This design comes from an exercise in tuning for small area, a short achievable clock period and few clock cycles per item on the open sky130 flow, not from production work.
Only simulation tests tie the RTL to the original design; equivalence was not proved.

==> run X: inputs <==
==> flow/design.v <==
module fp32_mul (
    input  wire        clk,
    input  wire [31:0] a,
    input  wire [31:0] b,
    output reg  [31:0] y
);
    wire        ea_z = (a[30:23] == 8'd0);
    wire        eb_z = (b[30:23] == 8'd0);
    wire        ea_m = (a[30:23] == 8'hFF);
    wire        eb_m = (b[30:23] == 8'hFF);
    wire        fa_z = (a[22:0] == 23'd0);
    wire        fb_z = (b[22:0] == 23'd0);
    wire a_zero = ea_z & fa_z;
    wire b_zero = eb_z & fb_z;
    wire a_sub  = ea_z & ~fa_z;
    wire b_sub  = eb_z & ~fb_z;
    wire a_inf  = ea_m & fa_z;
    wire b_inf  = eb_m & fb_z;
    wire a_nan  = ea_m & ~fa_z;
    wire b_nan  = eb_m & ~fb_z;
    wire is_nan  = a_nan | b_nan | (a_inf & b_zero) | (b_inf & a_zero);
    wire is_inf  = a_inf | b_inf;
    wire is_zero = a_zero | b_zero | (a_sub & b_sub);
    wire [23:0] ma = {~ea_z, a[22:0]};
    wire [23:0] mb = {~eb_z, b[22:0]};
    wire [9:0]  e0 = {2'b00, a[30:23]} + {2'b00, b[30:23]} + {9'd0, ea_z} + {9'd0, eb_z} - 10'd126;
    reg  [35:0] pl_r, ph_r;
    reg  [9:0]  e0_r;
    reg         s_r;
    reg  [1:0]  cls_r;    
    always @(posedge clk) begin
        pl_r  <= ma * mb[11:0];
        ph_r  <= ma * mb[23:12];
        e0_r  <= e0;
        s_r   <= a[31] ^ b[31];
        cls_r <= is_nan ? 2'd3 : is_inf ? 2'd2 : is_zero ? 2'd1 : 2'd0;
    end
    wire [47:0] prod = {ph_r, 12'd0} + {12'd0, pl_r};
    reg [4:0] lz;
    integer i;
    always @(*) begin
        lz = 5'd24;
        for (i = 23; i < 48; i = i + 1)
            if (prod[i]) lz = 5'd47 - i[4:0];
    end
    wire signed [10:0] e0s   = {e0_r[9], e0_r};
    wire signed [10:0] enorm = e0s - $signed({6'd0, lz});
    wire        norm   = (enorm >= 11'sd1);
    wire        e0pos  = (e0s >= 11'sd1);
    wire [4:0]  shl    = norm ? lz : (e0pos ? (e0_r[4:0] - 5'd1) : 5'd0);
    wire [10:0] rsh    = 11'sd1 - e0s;
    wire [4:0]  shr    = (rsh > 11'd31) ? 5'd31 : rsh[4:0];
    reg  [47:0] p2_r;
    reg  [4:0]  shl_r, shr_r;
    reg         e0pos_r, ovf_r, s2_r;
    reg  [7:0]  ef_r;
    reg  [1:0]  cls2_r;
    always @(posedge clk) begin
        p2_r    <= prod;
        shl_r   <= shl;
        shr_r   <= shr;
        e0pos_r <= e0pos;
        ef_r    <= norm ? enorm[7:0] : 8'd0;
        ovf_r   <= norm & (enorm >= 11'sd255);
        s2_r    <= s_r;
        cls2_r  <= cls_r;
    end
    wire [47:0] pl  = p2_r << shl_r;
    wire [25:0] wl  = {pl[47:23], |pl[22:0]};
    wire [25:0] w0  = {p2_r[47:23], |p2_r[22:0]};
    wire [51:0] wx  = {w0, 26'd0} >> shr_r;
    wire [25:0] wr  = {wx[51:27], |wx[26:0]};
    wire [25:0] w   = e0pos_r ? wl : wr;
    wire [23:0] m24 = w[25:2];
    wire        g   = w[1];
    wire        st  = w[0];
    wire [30:0] pk  = {ef_r, m24[22:0]} + {30'd0, g & (st | m24[0])};
    always @(*) begin
        case (cls2_r)
            2'd3:    y = 32'h7FC00000;
            2'd2:    y = {s2_r, 8'hFF, 23'd0};
            2'd1:    y = {s2_r, 31'd0};
            default: y = ovf_r ? {s2_r, 8'hFF, 23'd0} : {s2_r, pk};
        endcase
    end
endmodule
module fp32_add (
    input  wire        clk,
    input  wire [31:0] a,
    input  wire [31:0] b,
    input  wire        sub,
    output reg  [31:0] y
);
    wire [31:0] bb = {b[31] ^ sub, b[30:0]};
    wire a_em = (a[30:23] == 8'hFF);
    wire b_em = (bb[30:23] == 8'hFF);
    wire a_fz = (a[22:0] == 23'd0);
    wire b_fz = (bb[22:0] == 23'd0);
    wire a_inf = a_em & a_fz;
    wire b_inf = b_em & b_fz;
    wire a_nan = a_em & ~a_fz;
    wire b_nan = b_em & ~b_fz;
    wire        swap = (bb[30:0] > a[30:0]);
    wire [31:0] x = swap ? bb : a;
    wire [31:0] z = swap ? a : bb;
    wire        ae_z = (a[30:23] == 8'd0);
    wire        be_z = (bb[30:23] == 8'd0);
    wire [7:0]  ea = {a[30:24], a[23] | ae_z};
    wire [7:0]  eb = {bb[30:24], bb[23] | be_z};
    wire [7:0]  dab = ea - eb;
    wire [7:0]  dba = eb - ea;
    wire        xe_z = swap ? be_z : ae_z;
    wire        ze_z = swap ? ae_z : be_z;
    wire [7:0]  ex = swap ? eb : ea;
    wire [23:0] mx = {~xe_z, x[22:0]};
    wire [23:0] mz = {~ze_z, z[22:0]};
    wire [7:0]  d  = swap ? dba : dab;
    wire [4:0]  sh = (d > 8'd26) ? 5'd27 : d[4:0];
    wire [25:0] mz_hi = {mz, 2'b00} >> sh;
    reg  [23:0] smask;
    integer j;
    always @(*)
        for (j = 0; j < 24; j = j + 1)
            smask[j] = (j + 3 <= sh);
    wire [26:0] mz_al = {mz_hi, |(mz & smask)};
    reg  [23:0] mx_r;
    reg  [26:0] mz_r;
    reg  [7:0]  ex_r;
    reg         sx_r, es_r, zs_r;
    reg  [1:0]  sp_r;    
    always @(posedge clk) begin
        mx_r <= mx;
        mz_r <= mz_al;
        ex_r <= ex;
        sx_r <= x[31];
        es_r <= x[31] ^ z[31];
        zs_r <= a[31] & bb[31];
        sp_r <= (a_nan | b_nan | (a_inf & b_inf & (a[31] ^ bb[31]))) ? 2'd3 :
                (a_inf | b_inf) ? 2'd2 : 2'd0;
    end
    wire [27:0] sum = es_r ? ({1'b0, mx_r, 3'b000} - {1'b0, mz_r})
                           : ({1'b0, mx_r, 3'b000} + {1'b0, mz_r});
    reg [4:0] lz;
    integer i;
    always @(*) begin
        lz = 5'd27;
        for (i = 0; i < 27; i = i + 1)
            if (sum[i]) lz = 5'd26 - i[4:0];
    end
    wire [7:0]  exm1 = ex_r - 8'd1;
    wire [4:0]  shl  = ({3'd0, lz} > exm1) ? exm1[4:0] : lz;
    reg  [27:0] sum_r;
    reg  [4:0]  shl_r;
    reg  [7:0]  ex2_r;
    reg         sx2_r, zs2_r, z2_r;
    reg  [1:0]  sp2_r;
    always @(posedge clk) begin
        sum_r <= sum;
        shl_r <= shl;
        ex2_r <= ex_r;
        sx2_r <= sx_r;
        zs2_r <= zs_r;
        z2_r  <= (sum == 28'd0);
        sp2_r <= sp_r;
    end
    reg  [26:0] r;
    reg  [8:0]  e_res;
    always @(*) begin
        if (sum_r[27]) begin
            r     = {sum_r[27:2], sum_r[1] | sum_r[0]};
            e_res = {1'b0, ex2_r} + 9'd1;
        end else begin
            r     = sum_r[26:0] << shl_r;
            e_res = {1'b0, ex2_r} - {4'd0, shl_r};
        end
    end
    wire [7:0]  ef = r[26] ? e_res[7:0] : 8'd0;
    wire        g  = r[2];
    wire        st = r[1] | r[0];
    wire [30:0] pk = {ef, r[25:3]} + {30'd0, g & (st | r[3])};
    always @(*) begin
        if (sp2_r == 2'd3)
            y = 32'h7FC00000;
        else if (sp2_r == 2'd2)
            y = {sx2_r, 8'hFF, 23'd0};
        else if (z2_r)
            y = {zs2_r, 31'd0};
        else if (e_res >= 9'd255)
            y = {sx2_r, 8'hFF, 23'd0};
        else
            y = {sx2_r, pk};
    end
endmodule
module eq_biquad3 (
    input  wire        clk,
    input  wire        rst,         
    input  wire        coef_we,
    input  wire [3:0]  coef_addr,
    input  wire [31:0] coef_wdata,
    input  wire        clear,
    input  wire        in_valid,
    output wire        in_ready,
    input  wire [31:0] in_data,
    output reg         out_valid,
    output wire [31:0] out_data
);
    reg [31:0] coef [0:14];
    reg [31:0] s1 [0:2];
    reg [31:0] s2 [0:2];
    reg [31:0] xr;        
    reg [31:0] dr;        
    reg [31:0] ob;        
    reg [31:0] cr;        
    reg [31:0] mr;        
    reg [31:0] p1r;       
    reg [31:0] p2r;       
    reg [31:0] tr;        
    reg        w_en;
    reg [3:0]  w_addr;
    reg [31:0] w_data;
    reg        rst_d, clr_d;
    reg [3:0]  ph;
    reg        va, vb;    
    reg        xfull;     
    reg        xbusy;     
    reg [7:0]  sel_a;     
    reg        sel_bt;    
    reg        sel_sub;
    wire busy   = va | vb;
    wire accept = in_valid & ~xfull & ~xbusy;
    assign in_ready = ~(xfull | xbusy);
    assign out_data = dr;
    wire       wrap    = busy & (ph == 4'd14);
    wire       start   = busy ? (wrap & (xfull | accept)) : accept;
    wire       va_next = clear ? 1'b0 : (wrap | ~busy) ? start : va;
    wire       vb_next = clear ? 1'b0 : wrap ? va : vb;
    wire [3:0] ph_next = (busy & ~wrap & ~clear) ? ph + 4'd1 : 4'd0;
    function [3:0] cidx;
        input [3:0] p;
        case (p)
            4'd0:  cidx = 4'd0;    
            4'd1:  cidx = 4'd11;   
            4'd2:  cidx = 4'd12;   
            4'd3:  cidx = 4'd13;   
            4'd4:  cidx = 4'd1;    
            4'd5:  cidx = 4'd14;   
            4'd6:  cidx = 4'd5;    
            4'd7:  cidx = 4'd3;    
            4'd8:  cidx = 4'd2;    
            4'd9:  cidx = 4'd4;    
            4'd10: cidx = 4'd6;    
            4'd11: cidx = 4'd7;    
            4'd12: cidx = 4'd10;   
            4'd13: cidx = 4'd8;    
            default: cidx = 4'd9;  
        endcase
    endfunction
    wire [3:0] cnext = (busy & ~wrap) ? cidx(ph + 4'd1) : 4'd0;
    wire [31:0] mul_y;
    fp32_mul u_mul (.clk(clk), .a(cr), .b(ob), .y(mul_y));
    wire [31:0] add_a = ({32{sel_a[0]}} & s1[0]) | ({32{sel_a[1]}} & s1[1]) |
                        ({32{sel_a[2]}} & s1[2]) | ({32{sel_a[3]}} & s2[0]) |
                        ({32{sel_a[4]}} & s2[1]) | ({32{sel_a[5]}} & s2[2]) |
                        ({32{sel_a[6]}} & p1r)   | ({32{sel_a[7]}} & p2r);
    wire [31:0] add_b = sel_bt ? tr : mr;
    wire [31:0] add_y;
    fp32_add u_add (.clk(clk), .a(add_a), .b(add_b), .sub(sel_sub), .y(add_y));
    wire wr_d   = (ph == 4'd2) | (ph == 4'd5) | (ph == 4'd11);
    wire wr_t   = (ph == 4'd3) | (ph == 4'd8) | (ph == 4'd13);
    wire wr_p1  = (ph == 4'd3) | (ph == 4'd6) | (ph == 4'd12);
    wire wr_p2  = (ph == 4'd4) | (ph == 4'd10) | (ph == 4'd13);
    wire wr_m   = ~(wr_p1 | wr_p2 | (ph == 4'd10));
    wire wr_s20 = va & (ph == 4'd14);
    wire wr_s21 = vb & (ph == 4'd4);
    wire wr_s22 = vb & (ph == 4'd10);
    wire wr_s10 = vb & (ph == 4'd1);
    wire wr_s11 = vb & (ph == 4'd6);
    wire wr_s12 = vb & (ph == 4'd12);
    wire zap    = rst_d | clr_d;
    wire ux_next = (ph_next == 4'd0) | (ph_next == 4'd4) | (ph_next == 4'd8);
    wire ob_add  = (ph == 4'd2) | (ph == 4'd5) | (ph == 4'd11);    
    function [31:0] coef_rst;
        input [3:0] i;
        case (i)
            4'd0:  coef_rst = 32'h3F7ED167;
            4'd1:  coef_rst = 32'hBFFED167;
            4'd2:  coef_rst = 32'h3F7ED167;
            4'd3:  coef_rst = 32'hBFFED0B4;
            4'd4:  coef_rst = 32'h3F7DA433;
            4'd5:  coef_rst = 32'h3C9255D1;
            4'd6:  coef_rst = 32'h3D1255D1;
            4'd7:  coef_rst = 32'h3C9255D1;
            4'd8:  coef_rst = 32'hBFCB4187;
            4'd9:  coef_rst = 32'h3F28CDC7;
            4'd10: coef_rst = 32'h3F824FC8;
            4'd11: coef_rst = 32'hBFF9344E;
            4'd12: coef_rst = 32'h3F721608;
            4'd13: coef_rst = 32'hBFF9344E;
            default: coef_rst = 32'h3F76B59A;
        endcase
    endfunction
    integer k;
    always @(posedge clk) begin
        w_en   <= coef_we & ~rst & (coef_addr != 4'd15);
        w_addr <= coef_addr;
        w_data <= coef_wdata;
        rst_d  <= rst;
        clr_d  <= clear;
        for (k = 0; k < 15; k = k + 1)
            if (rst_d || (w_en && w_addr == k))
                coef[k] <= rst_d ? coef_rst(k[3:0]) : w_data;
        if (rst_d)
            cr <= coef_rst(4'd0);
        else if (w_en && w_addr == cnext)
            cr <= w_data;
        else
            cr <= coef[cnext];
        if (zap | wr_s10) s1[0] <= zap ? 32'd0 : add_y;
        if (zap | wr_s11) s1[1] <= zap ? 32'd0 : add_y;
        if (zap | wr_s12) s1[2] <= zap ? 32'd0 : add_y;
        if (zap | wr_s20) s2[0] <= zap ? 32'd0 : add_y;
        if (zap | wr_s21) s2[1] <= zap ? 32'd0 : add_y;
        if (zap | wr_s22) s2[2] <= zap ? 32'd0 : add_y;
        if (in_ready) xr <= in_data;
        if (wr_d)   dr <= add_y;
        if (wr_t)   tr <= add_y;
        if (wr_m)   mr <= mul_y;
        if (wr_p1)  p1r <= mul_y;
        if (wr_p2)  p2r <= mul_y;
        if (ob_add)
            ob <= add_y;
        else if (ux_next)
            ob <= in_ready ? in_data : xr;
        else
            ob <= dr;
        sel_a[0] <= (ph_next == 4'd3);
        sel_a[1] <= (ph_next == 4'd9);
        sel_a[2] <= (ph_next == 4'd0);
        sel_a[3] <= (ph_next == 4'd14);
        sel_a[4] <= (ph_next == 4'd4);
        sel_a[5] <= (ph_next == 4'd10);
        sel_a[6] <= (ph_next == 4'd1) | (ph_next == 4'd6) | (ph_next == 4'd11);
        sel_a[7] <= (ph_next == 4'd2) | (ph_next == 4'd8) | (ph_next == 4'd12);
        sel_bt   <= (ph_next == 4'd4) | (ph_next == 4'd10) | (ph_next == 4'd14);
        sel_sub  <= (ph_next == 4'd1) | (ph_next == 4'd6) | (ph_next == 4'd11) |
                    (ph_next == 4'd2) | (ph_next == 4'd8) | (ph_next == 4'd12);
        if (rst) begin
            ph        <= 4'd0;
            va        <= 1'b0;
            vb        <= 1'b0;
            xfull     <= 1'b0;
            xbusy     <= 1'b0;
            out_valid <= 1'b0;
        end else begin
            ph        <= ph_next;
            va        <= va_next;
            vb        <= vb_next;
            out_valid <= vb & (ph == 4'd4);
            if (start)
                xfull <= 1'b0;
            else if (accept)
                xfull <= 1'b1;
            if (start)
                xbusy <= 1'b1;
            else if (va & (ph == 4'd8))
                xbusy <= 1'b0;
        end
    end
endmodule
==> flow/run.sh <==
#!/bin/bash
# synth_recipe.tcl (not shown) runs the flow's synth.tcl, then flattens the netlist and writes it again
# the make line also repeats each setting of config.mk as NAME=value (left out here)
make -C /OpenROAD-flow-scripts/flow DESIGN_CONFIG=/design/flow/config.mk WORK_HOME=/design/flow/orfs CLKGATE_MAP_FILE= SYNTH_SCRIPT=/design/flow/synth_recipe.tcl finish
==> flow/config.mk <==
export PLATFORM = sky130hd
export DESIGN_NAME = eq_biquad3
export DESIGN_NICKNAME = eq_biquad3
export VERILOG_FILES = /design/flow/design.v
export SDC_FILE = /design/flow/constraint.sdc
export NUM_CORES = 4
export LEC_CHECK = 0
export CAP_MARGIN = 50
export CORE_MARGIN = 2
export CORE_UTILIZATION = 55
export PLACE_DENSITY = 0.72
export SLEW_MARGIN = 60
==> flow/constraint.sdc <==
create_clock -name core_clock -period 22.0 [get_ports {clk}]
set_input_delay 4.4000 -clock core_clock [delete_from_list [all_inputs] [get_ports {clk}]]
set_output_delay 4.4000 -clock core_clock [all_outputs]
set_load 0.01 [all_outputs]
==> inputs of run D, as changes to run X <==
--- a/flow/design.v
+++ b/flow/design.v
@@ -2,17 +2,17 @@
     input  wire        clk,
     input  wire [31:0] a,
+    input  wire        ha,
     input  wire [31:0] b,
+    input  wire        hb,
     output reg  [31:0] y
 );
-    wire        ea_z = (a[30:23] == 8'd0);
-    wire        eb_z = (b[30:23] == 8'd0);
     wire        ea_m = (a[30:23] == 8'hFF);
     wire        eb_m = (b[30:23] == 8'hFF);
     wire        fa_z = (a[22:0] == 23'd0);
     wire        fb_z = (b[22:0] == 23'd0);
-    wire a_zero = ea_z & fa_z;
-    wire b_zero = eb_z & fb_z;
-    wire a_sub  = ea_z & ~fa_z;
-    wire b_sub  = eb_z & ~fb_z;
+    wire a_zero = ~ha & fa_z;
+    wire b_zero = ~hb & fb_z;
+    wire a_sub  = ~ha & ~fa_z;
+    wire b_sub  = ~hb & ~fb_z;
     wire a_inf  = ea_m & fa_z;
     wire b_inf  = eb_m & fb_z;
@@ -22,47 +22,66 @@
     wire is_inf  = a_inf | b_inf;
     wire is_zero = a_zero | b_zero | (a_sub & b_sub);
-    wire [23:0] ma = {~ea_z, a[22:0]};
-    wire [23:0] mb = {~eb_z, b[22:0]};
-    wire [9:0]  e0 = {2'b00, a[30:23]} + {2'b00, b[30:23]} + {9'd0, ea_z} + {9'd0, eb_z} - 10'd126;
-    reg  [35:0] pl_r, ph_r;
-    reg  [9:0]  e0_r;
+    wire [23:0] ma = {ha, a[22:0]};
+    wire [23:0] mb = {hb, b[22:0]};
+    reg [4:0] la, lb;
+    integer i;
+    always @(*) begin
+        la = 5'd23;
+        lb = 5'd23;
+        for (i = 0; i < 24; i = i + 1) begin
+            if (ma[i]) la = 5'd23 - i[4:0];
+            if (mb[i]) lb = 5'd23 - i[4:0];
+        end
+    end
+    wire [5:0]  L  = {1'b0, la} + {1'b0, lb};
+    wire signed [10:0] e0 = {3'b000, a[30:23]} + {3'b000, b[30:23]} + {10'd0, ~ha} + {10'd0, ~hb} - 11'sd126;
+    wire signed [10:0] e1 = e0 - $signed({5'd0, L});
+    wire signed [10:0] e1m = e1 - 11'sd1;
+    wire [10:0] rsh = 11'sd1 - e0;
+    reg  [31:0] q0_r, q1_r, q2_r;
+    reg  [5:0]  L_r, L1_r;
+    reg  [7:0]  e1_r, e1m_r;
+    reg         n1_r, n2_r, o1_r, o2_r;
+    reg         e0pos_r;
+    reg  [4:0]  e0m1_r, shr1_r;
     reg         s_r;
     reg  [1:0]  cls_r;    
     always @(posedge clk) begin
-        pl_r  <= ma * mb[11:0];
-        ph_r  <= ma * mb[23:12];
-        e0_r  <= e0;
-        s_r   <= a[31] ^ b[31];
-        cls_r <= is_nan ? 2'd3 : is_inf ? 2'd2 : is_zero ? 2'd1 : 2'd0;
-    end
-    wire [47:0] prod = {ph_r, 12'd0} + {12'd0, pl_r};
-    reg [4:0] lz;
-    integer i;
-    always @(*) begin
-        lz = 5'd24;
-        for (i = 23; i < 48; i = i + 1)
-            if (prod[i]) lz = 5'd47 - i[4:0];
+        q0_r    <= ma * mb[7:0];
+        q1_r    <= ma * mb[15:8];
+        q2_r    <= ma * mb[23:16];
+        L_r     <= (L > 6'd24) ? 6'd24 : L;
+        L1_r    <= (L > 6'd24) ? 6'd25 : L + 6'd1;
+        e1_r    <= e1[7:0];
+        e1m_r   <= e1m[7:0];
+        n1_r    <= (e1 >= 11'sd1);
+        n2_r    <= (e1 >= 11'sd2);
+        o1_r    <= (e1 >= 11'sd255);
+        o2_r    <= (e1 >= 11'sd256);
+        e0pos_r <= (e0 >= 11'sd1);
+        e0m1_r  <= e0[4:0] - 5'd1;
+        shr1_r  <= (e0 >= 11'sd1) ? 5'd0 : (rsh > 11'd31) ? 5'd31 : rsh[4:0];
+        s_r     <= a[31] ^ b[31];
+        cls_r   <= is_nan ? 2'd3 : is_inf ? 2'd2 : is_zero ? 2'd1 : 2'd0;
     end
-    wire signed [10:0] e0s   = {e0_r[9], e0_r};
-    wire signed [10:0] enorm = e0s - $signed({6'd0, lz});
-    wire        norm   = (enorm >= 11'sd1);
-    wire        e0pos  = (e0s >= 11'sd1);
-    wire [4:0]  shl    = norm ? lz : (e0pos ? (e0_r[4:0] - 5'd1) : 5'd0);
-    wire [10:0] rsh    = 11'sd1 - e0s;
-    wire [4:0]  shr    = (rsh > 11'd31) ? 5'd31 : rsh[4:0];
+    wire [47:0] prod = {q2_r, 16'd0} + {8'd0, q1_r, 8'd0} + {16'd0, q0_r};
+    wire [24:0] ptop = prod[47:23];
+    wire        top  = ptop[5'd24 - L_r[4:0]];    
+    wire        norm = top ? n1_r : n2_r;
+    wire [4:0]  shl  = norm ? (top ? L_r[4:0] : L1_r[4:0]) : (e0pos_r ? e0m1_r : 5'd0);
     reg  [47:0] p2_r;
     reg  [4:0]  shl_r, shr_r;
-    reg         e0pos_r, ovf_r, s2_r;
+    reg         e0pos2_r, ovf_r, s2_r;
     reg  [7:0]  ef_r;
     reg  [1:0]  cls2_r;
     always @(posedge clk) begin
-        p2_r    <= prod;
-        shl_r   <= shl;
-        shr_r   <= shr;
-        e0pos_r <= e0pos;
-        ef_r    <= norm ? enorm[7:0] : 8'd0;
-        ovf_r   <= norm & (enorm >= 11'sd255);
-        s2_r    <= s_r;
-        cls2_r  <= cls_r;
+        p2_r     <= prod;
+        shl_r    <= shl;
+        shr_r    <= shr1_r;
+        e0pos2_r <= e0pos_r;
+        ef_r     <= norm ? (top ? e1_r : e1m_r) : 8'd0;
+        ovf_r    <= norm & (top ? o1_r : o2_r);
+        s2_r     <= s_r;
+        cls2_r   <= cls_r;
     end
     wire [47:0] pl  = p2_r << shl_r;
@@ -71,5 +90,5 @@
     wire [51:0] wx  = {w0, 26'd0} >> shr_r;
     wire [25:0] wr  = {wx[51:27], |wx[26:0]};
-    wire [25:0] w   = e0pos_r ? wl : wr;
+    wire [25:0] w   = e0pos2_r ? wl : wr;
     wire [23:0] m24 = w[25:2];
     wire        g   = w[1];
@@ -200,5 +219,5 @@
     input  wire        clear,
     input  wire        in_valid,
-    output wire        in_ready,
+    output reg         in_ready,
     input  wire [31:0] in_data,
     output reg         out_valid,
@@ -211,5 +230,7 @@
     reg [31:0] dr;        
     reg [31:0] ob;        
+    reg        ob_h;      
     reg [31:0] cr;        
+    reg        cr_h;      
     reg [31:0] mr;        
     reg [31:0] p1r;       
@@ -228,6 +249,5 @@
     reg        sel_sub;
     wire busy   = va | vb;
-    wire accept = in_valid & ~xfull & ~xbusy;
-    assign in_ready = ~(xfull | xbusy);
+    wire accept = in_valid & in_ready;    
     assign out_data = dr;
     wire       wrap    = busy & (ph == 4'd14);
@@ -235,5 +255,5 @@
     wire       va_next = clear ? 1'b0 : (wrap | ~busy) ? start : va;
     wire       vb_next = clear ? 1'b0 : wrap ? va : vb;
-    wire [3:0] ph_next = (busy & ~wrap & ~clear) ? ph + 4'd1 : 4'd0;
+    wire [3:0] ph_next = (busy & ~wrap) ? ph + 4'd1 : 4'd0;
     function [3:0] cidx;
         input [3:0] p;
@@ -258,5 +278,5 @@
     wire [3:0] cnext = (busy & ~wrap) ? cidx(ph + 4'd1) : 4'd0;
     wire [31:0] mul_y;
-    fp32_mul u_mul (.clk(clk), .a(cr), .b(ob), .y(mul_y));
+    fp32_mul u_mul (.clk(clk), .a(cr), .ha(cr_h), .b(ob), .hb(ob_h), .y(mul_y));
     wire [31:0] add_a = ({32{sel_a[0]}} & s1[0]) | ({32{sel_a[1]}} & s1[1]) |
                         ({32{sel_a[2]}} & s1[2]) | ({32{sel_a[3]}} & s2[0]) |
@@ -300,4 +320,9 @@
         endcase
     endfunction
+    wire xfull_next = start ? 1'b0 : (accept | xfull);
+    wire xbusy_next = start ? 1'b1 : (xbusy & ~(va & (ph == 4'd8)));
+    wire [31:0] cr_next = rst_d ? coef_rst(4'd0) :
+                          (w_en && w_addr == cnext) ? w_data : coef[cnext];
+    wire [31:0] ob_next = ob_add ? add_y : ux_next ? (in_ready ? in_data : xr) : dr;
     integer k;
     always @(posedge clk) begin
@@ -310,10 +335,6 @@
             if (rst_d || (w_en && w_addr == k))
                 coef[k] <= rst_d ? coef_rst(k[3:0]) : w_data;
-        if (rst_d)
-            cr <= coef_rst(4'd0);
-        else if (w_en && w_addr == cnext)
-            cr <= w_data;
-        else
-            cr <= coef[cnext];
+        cr   <= cr_next;
+        cr_h <= |cr_next[30:23];
         if (zap | wr_s10) s1[0] <= zap ? 32'd0 : add_y;
         if (zap | wr_s11) s1[1] <= zap ? 32'd0 : add_y;
@@ -328,10 +349,6 @@
         if (wr_p1)  p1r <= mul_y;
         if (wr_p2)  p2r <= mul_y;
-        if (ob_add)
-            ob <= add_y;
-        else if (ux_next)
-            ob <= in_ready ? in_data : xr;
-        else
-            ob <= dr;
+        ob   <= ob_next;
+        ob_h <= |ob_next[30:23];
         sel_a[0] <= (ph_next == 4'd3);
         sel_a[1] <= (ph_next == 4'd9);
@@ -351,4 +368,5 @@
             xfull     <= 1'b0;
             xbusy     <= 1'b0;
+            in_ready  <= 1'b1;
             out_valid <= 1'b0;
         end else begin
@@ -357,12 +375,7 @@
             vb        <= vb_next;
             out_valid <= vb & (ph == 4'd4);
-            if (start)
-                xfull <= 1'b0;
-            else if (accept)
-                xfull <= 1'b1;
-            if (start)
-                xbusy <= 1'b1;
-            else if (va & (ph == 4'd8))
-                xbusy <= 1'b0;
+            xfull    <= xfull_next;
+            xbusy    <= xbusy_next;
+            in_ready <= ~(xfull_next | xbusy_next);
         end
     end
--- a/flow/config.mk
+++ b/flow/config.mk
@@ -6,7 +6,7 @@
 export NUM_CORES = 4
 export LEC_CHECK = 0
-export CAP_MARGIN = 50
+export CAP_MARGIN = 20
 export CORE_MARGIN = 2
-export CORE_UTILIZATION = 55
-export PLACE_DENSITY = 0.72
-export SLEW_MARGIN = 60
+export CORE_UTILIZATION = 40
+export PLACE_DENSITY = 0.6
+export SLEW_MARGIN = 20
==> inputs of run K, as changes to run X <==
--- a/flow/config.mk
+++ b/flow/config.mk
@@ -6,7 +6,7 @@
 export NUM_CORES = 4
 export LEC_CHECK = 0
-export CAP_MARGIN = 50
+export CAP_MARGIN = 20
 export CORE_MARGIN = 2
-export CORE_UTILIZATION = 55
-export PLACE_DENSITY = 0.72
-export SLEW_MARGIN = 60
+export CORE_UTILIZATION = 40
+export PLACE_DENSITY = 0.6
+export SLEW_MARGIN = 20
==> notes.md <==
Against run X, the clock skew of run K is lower by 0.029 ns. Run K produced a clean layout. Run D ran to the end with no violations. Run X produced a clean layout. Of run X and run D, run X has the higher register-to-register slack (gap 0.30 ns).
==> figures <==
Status: run K finished clean; run D finished clean; run X finished clean
Global-route usage over all layers: run K 24.02%; run D 24.41%; run X 31.98%
Cell area after placement: run K 0.07962 mm²; run D 0.08308 mm²; run X 0.07945 mm²
Mapped Nets: run K 7750; run D 8011; run X 7750
Via count of the first global-routing pass: run K 55466; run D 57888; run X 56060
Sequential portion of the cell area: run K 39.67%; run D 39.19%; run X 39.83%
Placed instance count: run K 9290; run D 9652; run X 8614
Initial antenna violation count: run K 9; run D 6; run X 8
Tapcell Cnt: run K 2495; run D 2624; run X 1794
Detailed placement HPWL: run K 157900 µm; run D 168400 µm; run X 155700 µm
Testbench counts of run X, summed over its fixed seeds: cycles 123,328, items 8,192.
Testbench counts of run D, summed over its fixed seeds: cycles 123,328, items 8,192.
Testbench counts of run K, summed over its fixed seeds: cycles 123,328, items 8,192.

what the ideal ports hide:
In the flow no input, the clock included, has a driving cell. The finished layouts below were timed again as built, in two steps.
Step 1 (the two cells are an assumption about what drives the block):
set clk [get_ports {clk}]
set_driving_cell -lib_cell sky130_fd_sc_hd__clkbuf_16 $clk
set_driving_cell -lib_cell sky130_fd_sc_hd__buf_2 [delete_from_list [all_inputs] $clk]
Step 2 moves the port delays by t, midway between the first and last clock arrival at a register: inputs arrive t later, outputs are due t later. That takes back most of the time a late clock gives input paths.
Slacks: ideal / step 1 / step 2; pairs: ideal / step 1.
run | t (ns) | setup WS [ns] | slew at the worst register clock pin (ns) | worst slew at a driven data input, ns
run X | 0.839 | 14.755 / 14.755 / 14.755 | 0.07 / 0.07 | 0.17
run D | 0.873 | 14.455 / 14.455 / 14.455 | 0.07 / 0.07 | 0.07
run K | 0.862 | 14.171 / 14.171 / 14.171 | 0.07 / 0.07 | 0.25
After both steps every run listed still meets setup and hold.
